From an optimization exercise on the open Yosys and OpenROAD flow, aimed at small area, a short achievable clock period and few clock cycles; shortcuts taken in it are not production practice.
RTL that was checked went through simulation tests only; none was proved equivalent to the original.

## sha2_stream
module sha2_stream (
    input  wire         clk,
    input  wire         rst,           
    input  wire         in_valid,
    output wire         in_ready,
    input  wire [31:0]  in_data,
    input  wire [2:0]   in_nbytes,     
    input  wire         in_last,
    input  wire         in_sha224,     
    output wire         out_valid,
    input  wire         out_ready,
    output wire [255:0] out_digest
);
    localparam integer FB = 7;         
    localparam [2:0] S_IDLE = 3'd0,    
                     S_P1   = 3'd1,    
                     S_P2   = 3'd2,    
                     S_RND  = 3'd3,
                     S_UPD  = 3'd4,
                     S_OUT  = 3'd5;
    localparam [255:0] IV_256 = {32'h6a09e667, 32'hbb67ae85, 32'h3c6ef372, 32'ha54ff53a,
                                 32'h510e527f, 32'h9b05688c, 32'h1f83d9ab, 32'h5be0cd19};
    localparam [255:0] IV_224 = {32'hc1059ed8, 32'h367cd507, 32'h3070dd17, 32'hf70e5939,
                                 32'hffc00b31, 32'h68581511, 32'h64f98fa7, 32'hbefa4fa4};
    integer i;
    reg [8*FB-1:0] fb;         
    reg [2:0]   cnt;           
    reg         lastin;        
    reg         first;         
    reg         nxt224;        
    reg         padz;          
    reg         lenblk;        
    reg [3:0]   widx;          
    reg [19:0]  mlen;          
    reg [2:0]   state;
    reg [5:0]   t;
    reg [5:0]   kn;            
    reg [31:0]  kr;            
    reg         fin;           
  ...
Settings: LEC_CHECK=0, ABC_AREA=1, CAP_MARGIN=20, CORE_MARGIN=2, CORE_UTILIZATION=60, PLACE_DENSITY=0.7, SLEW_MARGIN=20, TNS_END_PERCENT=10; clock period 10.0 ns.
standard.sh (not shown) runs the stock make flow with config.mk's settings and CLKGATE_MAP_FILE= SYNTH_SCRIPT=/design/flow/synth_recipe.tcl, a recipe that flattens the netlist after the stock synthesis.
==> flow/flow/run.sh <==
#!/bin/bash
# Layout flow: the standard flow (standard.sh, unchanged synthesis,
# floorplan, power grid and tap cells) with these changes:
#  - repair_timing aims at a larger setup margin (SETUP_SLACK_MARGIN), so it
#    upsizes the cells of the round's critical paths further;
#  - the port buffers are buf_2 cells instead of the default pick;
#  - clock tree: clkbuf_8/clkbuf_4 buffers and no dummy loads.
# Every tool's output goes to logs in this folder (make's to flow_make.log;
# ORFS keeps its per-step logs under orfs/logs/).
set -euo pipefail
export SETUP_SLACK_MARGIN=6
export BUFFER_PORTS_ARGS="-buffer_cell sky130_fd_sc_hd__buf_2"
export CTS_ARGS="-sink_clustering_enable -repair_clock_nets -dont_use_dummy_load -buf_list {sky130_fd_sc_hd__clkbuf_8 sky130_fd_sc_hd__clkbuf_4}"
bash standard.sh finish > flow_make.log 2>&1
Testbench counts at the start, summed over its fixed seeds: cycles 132,635.
Next try:
--- a/flow/flow/run.sh
+++ b/flow/flow/run.sh
@@ -9,5 +9,5 @@
 # ORFS keeps its per-step logs under orfs/logs/).
 set -euo pipefail
-export SETUP_SLACK_MARGIN=6
+export SETUP_SLACK_MARGIN=7
 export BUFFER_PORTS_ARGS="-buffer_cell sky130_fd_sc_hd__buf_2"
 export CTS_ARGS="-sink_clustering_enable -repair_clock_nets -dont_use_dummy_load -buf_list {sky130_fd_sc_hd__clkbuf_8 sky130_fd_sc_hd__clkbuf_4}"
TNS_END_PERCENT = default   (was 10)
Outcome:
- The changed run completed with no timing, DRC or antenna violations
- utilization climbs by 7.9 points
- routed wire length rose by about 5%
- final area increases by about 12%
- critical path depth stays the same
- global-route usage is higher by 1.6 points
Next try:
--- a/flow/flow/run.sh
+++ b/flow/flow/run.sh
@@ -9,5 +9,5 @@
 # ORFS keeps its per-step logs under orfs/logs/).
 set -euo pipefail
-export SETUP_SLACK_MARGIN=7
+export SETUP_SLACK_MARGIN=6
 export BUFFER_PORTS_ARGS="-buffer_cell sky130_fd_sc_hd__buf_2"
 export CTS_ARGS="-sink_clustering_enable -repair_clock_nets -dont_use_dummy_load -buf_list {sky130_fd_sc_hd__clkbuf_8 sky130_fd_sc_hd__clkbuf_4}"
=> The new run finished clean; sequential share of layout area rose by 4.8 points; setup slack is better by 0.028 ns; design area decreases by 11%; count of clock-buffer cells in the layout does not change; non-clock buffer count went down by 518; via count falls by 6.4%.

the reference run:
Another version of the RTL of sha2_stream (not shown whole).
Size in the first run: about 6700 cells after synthesis, roughly 1200 flip-flops, about 300 I/O pins.
export LEC_CHECK = 0
export ABC_AREA = 1
export CAP_MARGIN = 20
export CORE_MARGIN = 2
export CORE_UTILIZATION = 60
export CTS_BUF_LIST = sky130_fd_sc_hd__clkbuf_8 sky130_fd_sc_hd__clkbuf_4
export PLACE_DENSITY = 0.7
export SETUP_SLACK_MARGIN = 5
export SLEW_MARGIN = 20
create_clock -name core_clock -period 10.0 [get_ports {clk}]
run.sh (not shown) runs the stock make flow with config.mk's settings and CLKGATE_MAP_FILE= SYNTH_SCRIPT=/design/flow/synth_recipe.tcl, a recipe that flattens the netlist after the stock synthesis.
Stock flow here: none of the scripts above is used.
Testbench counts of the reference run, summed over its fixed seeds: cycles 132,635.
Edits applied to the flow inputs when going from the reference run to the trial run:
- CTS_BUF_LIST removed (was sky130_fd_sc_hd__clkbuf_8 sky130_fd_sc_hd__clkbuf_4)
- SETUP_SLACK_MARGIN removed (was 5)
==> flow/flow/run.sh (new file) <==
#!/bin/bash
# Layout flow: the standard flow (standard.sh, unchanged synthesis,
# floorplan, power grid and tap cells) with these changes:
#  - repair_timing aims at a larger setup margin (SETUP_SLACK_MARGIN), so it
#    upsizes the cells of the round's critical paths further;
#  - the port buffers are buf_2 cells instead of the default pick;
#  - clock tree: clkbuf_8/clkbuf_4 buffers and no dummy loads.
# Every tool's output goes to logs in this folder (make's to flow_make.log;
# ORFS keeps its per-step logs under orfs/logs/).
set -euo pipefail
export SETUP_SLACK_MARGIN=6
export BUFFER_PORTS_ARGS="-buffer_cell sky130_fd_sc_hd__buf_2"
export CTS_ARGS="-sink_clustering_enable -repair_clock_nets -dont_use_dummy_load -buf_list {sky130_fd_sc_hd__clkbuf_8 sky130_fd_sc_hd__clkbuf_4}"
bash standard.sh finish > flow_make.log 2>&1
==> flow/standard.sh (new file) <==
#!/bin/bash
# synth_recipe.tcl (not shown) runs the flow's synth.tcl, then flattens the netlist and writes it again
# the make line also repeats each setting of config.mk as NAME=value (left out here)
make -C /OpenROAD-flow-scripts/flow DESIGN_CONFIG=/design/flow/config.mk WORK_HOME=/design/flow/orfs CLKGATE_MAP_FILE= SYNTH_SCRIPT=/design/flow/synth_recipe.tcl "${@:-finish}"
removed: flow/run.sh
Notes after the runs:
The trial run | stages: all done | timing, DRC, antenna: all pass
[compare] base=the reference run new=the trial run: filler cell count fell 2.4%; total track usage fell 0.38 points; setup slack rose 540 ps; final critical path time including I/O delays and setup fell 540 ps.
Number of DRC markers in iteration 0, the trial run and the reference run, lower one = the reference run.

the baseline:
Another version of the RTL of sha2_stream (not shown whole).
For scale: roughly 7300 cells after synthesis, ~1200 flip-flops, roughly 300 I/O pins, roughly 0.069 mm2 of cells after synthesis.
Design sha2_stream, start of the top module:
module sha2_stream (
    input  wire         clk,
    input  wire         rst,           
    input  wire         in_valid,
    output wire         in_ready,
    input  wire [31:0]  in_data,
    input  wire [2:0]   in_nbytes,     
    input  wire         in_last,
    input  wire         in_sha224,     
    output wire         out_valid,
    input  wire         out_ready,
    output wire [255:0] out_digest
);
    localparam integer FB = 7;         
    localparam [2:0] S_IDLE = 3'd0,    
                     S_P1   = 3'd1,    
                     S_P2   = 3'd2,    
                     S_RND  = 3'd3,
                     S_UPD  = 3'd4,
                     S_OUT  = 3'd5;
    localparam [255:0] IV_256 = {32'h6a09e667, 32'hbb67ae85, 32'h3c6ef372, 32'ha54ff53a,
                                 32'h510e527f, 32'h9b05688c, 32'h1f83d9ab, 32'h5be0cd19};
    localparam [255:0] IV_224 = {32'hc1059ed8, 32'h367cd507, 32'h3070dd17, 32'hf70e5939,
                                 32'hffc00b31, 32'h68581511, 32'h64f98fa7, 32'hbefa4fa4};
    reg [8*FB-1:0] fb;         
    reg [2:0]   cnt;           
    reg         lastin;        
    reg         first;         
  ...
clock: 10.0 ns
lec_check: 0
abc_area: 1
cap_margin: 20
core_margin: 2
core_utilization: 45
place_density: 0.6
slew_margin: 20
Stock flow here: none of the scripts above is used.
What the candidate does differently from the baseline at the input level:
diff --git a/flow/config.mk b/flow/config.mk
--- a/flow/config.mk
+++ b/flow/config.mk
@@ -7,7 +7,6 @@
 export LEC_CHECK = 0
-export ABC_AREA = 1
 export CAP_MARGIN = 20
 export CORE_MARGIN = 2
-export CORE_UTILIZATION = 45
-export PLACE_DENSITY = 0.6
+export CORE_UTILIZATION = 25
+export PLACE_DENSITY = 0.45
 export SLEW_MARGIN = 20
The candidate vs the baseline: average wire per standard cell down slightly
Compared with the baseline, the candidate shows a number of ordinary inverters in the final layout that is about 60% lower.
Fraction of standard cell area that is sequential: the candidate vs the baseline up 0.42 points
In the tables for the candidate and the baseline, relative slew slack reads lower with the candidate.
No functional check of the RTL was part of any run of this note.

v6:
Another version of the RTL of sha2_stream (not shown whole).
Size in the first run: ~1,200 flip-flops.
==> flow/config.mk <==
export PLATFORM = sky130hd
export DESIGN_NAME = sha2_stream
export DESIGN_NICKNAME = sha2_stream
export VERILOG_FILES = /design/flow/design.v
export SDC_FILE = /design/flow/constraint.sdc
export NUM_CORES = 4
export LEC_CHECK = 0
export ABC_AREA = 1
export CAP_MARGIN = 20
export CORE_MARGIN = 2
export CORE_UTILIZATION = 60
export PLACE_DENSITY = 0.7
export SLEW_MARGIN = 20
==> flow/constraint.sdc <==
create_clock -name core_clock -period 10.0 [get_ports {clk}]
set_input_delay 2.0000 -clock core_clock [delete_from_list [all_inputs] [get_ports {clk}]]
set_output_delay 2.0000 -clock core_clock [all_outputs]
set_load 0.01 [all_outputs]
standard.sh (not shown) runs the stock make flow with config.mk's settings and CLKGATE_MAP_FILE= SYNTH_SCRIPT=/design/flow/synth_recipe.tcl, a recipe that flattens the netlist after the stock synthesis.
==> flow/flow/run.sh <==
#!/bin/bash
# Layout flow: the standard flow (standard.sh, unchanged synthesis,
# floorplan, power grid and tap cells) with these changes:
#  - repair_timing aims at a larger setup margin (SETUP_SLACK_MARGIN), so it
#    upsizes the cells of the round's critical paths further;
#  - the port buffers are buf_2 cells instead of the default pick;
#  - clock tree: clkbuf_8/clkbuf_4 buffers and no dummy loads.
# Every tool's output goes to logs in this folder (make's to flow_make.log;
# ORFS keeps its per-step logs under orfs/logs/).
set -euo pipefail
export SETUP_SLACK_MARGIN=5.5
export BUFFER_PORTS_ARGS="-buffer_cell sky130_fd_sc_hd__buf_2"
export CTS_ARGS="-sink_clustering_enable -repair_clock_nets -dont_use_dummy_load -buf_list {sky130_fd_sc_hd__clkbuf_8 sky130_fd_sc_hd__clkbuf_4}"
bash standard.sh finish > flow_make.log 2>&1
Testbench counts of v6, summed over its fixed seeds: cycles 132,131.
Here is what was changed in the inputs of v7 compared with v6.
--- a/flow/flow/run.sh
+++ b/flow/flow/run.sh
@@ -10,3 +10,3 @@
 set -euo pipefail
-export SETUP_SLACK_MARGIN=5.5
+export SETUP_SLACK_MARGIN=6
 export BUFFER_PORTS_ARGS="-buffer_cell sky130_fd_sc_hd__buf_2"
Findings:
NOTE: number of cells on the worst reg-to-reg path in v7 falls short of that of v6. Of v7 and v6, v7 shows the lower met2 usage in global routing, with v6 above it. Setup slack ended up 480 ps higher on v7 than on v6. v7 reports a higher non-clock buffer total of the final layout than v6 does. v6: flow completed, timing, DRC and antenna clean. v7 finished end to end and its layout was clean on timing, DRC and antenna. On sequential cell area in the final layout: between v7 and v6, it ends up higher for v7. Compare v7 and v6 | total via count after detailed routing higher: v7. Changes observed in v7 relative to v6: final instance area +about 4%.

## afterwards: timing with drivers on the ports
How much do the figures lean on ideal ports? The routed layouts below were timed once more, with nothing changed but the port constraints.
Step 1 sets driving cells, clkbuf_16 on the clock port and buf_2 on the other inputs (assumed; they add their load-dependent delay and slew).
Step 2, shift: input delay + t, output delay - t, t = (earliest + latest rising clock arrival at the registers) / 2. This alone moves slack from input paths to output paths.
Slacks: ideal ports / drivers / drivers and shift; pairs: ideal ports / drivers.
| run | t, ns | setup slack, ns | worst setup path after step 2 | worst slew at a driven data input, ns |
|---|---|---|---|---|
| the first run of note 1 | 0.965 | 5.816 / 5.816 / 5.182 | input to register | 0.05 |
| the second run of note 1 | 0.991 | 5.801 / 5.801 / 5.801 | register to register | 0.08 |
| the third run of note 1 | 0.970 | 5.829 / 5.829 / 5.265 | input to register | 0.05 |
| the reference run | 1.046 | 4.899 / 4.899 / 4.297 | input to register | 0.11 |
| the trial run | 0.994 | 5.435 / 5.435 / 5.274 | input to register | 0.04 |
| the baseline | 0.842 | 4.095 / 4.009 / 4.066 | input to register | 0.04 |
| the candidate | 0.898 | 3.220 / 3.131 / 3.893 | register to register | 0.13 |
| v6 | 0.939 | 5.500 / 5.500 / 4.898 | input to register | 0.05 |
| v7 | 1.010 | 5.979 / 5.979 / 5.147 | input to register | 0.06 |
After both steps setup and hold are still met in every run listed. The setup slack of v7, which loses most, moves by 0.000 ns with the drivers and by -0.832 ns with both steps.
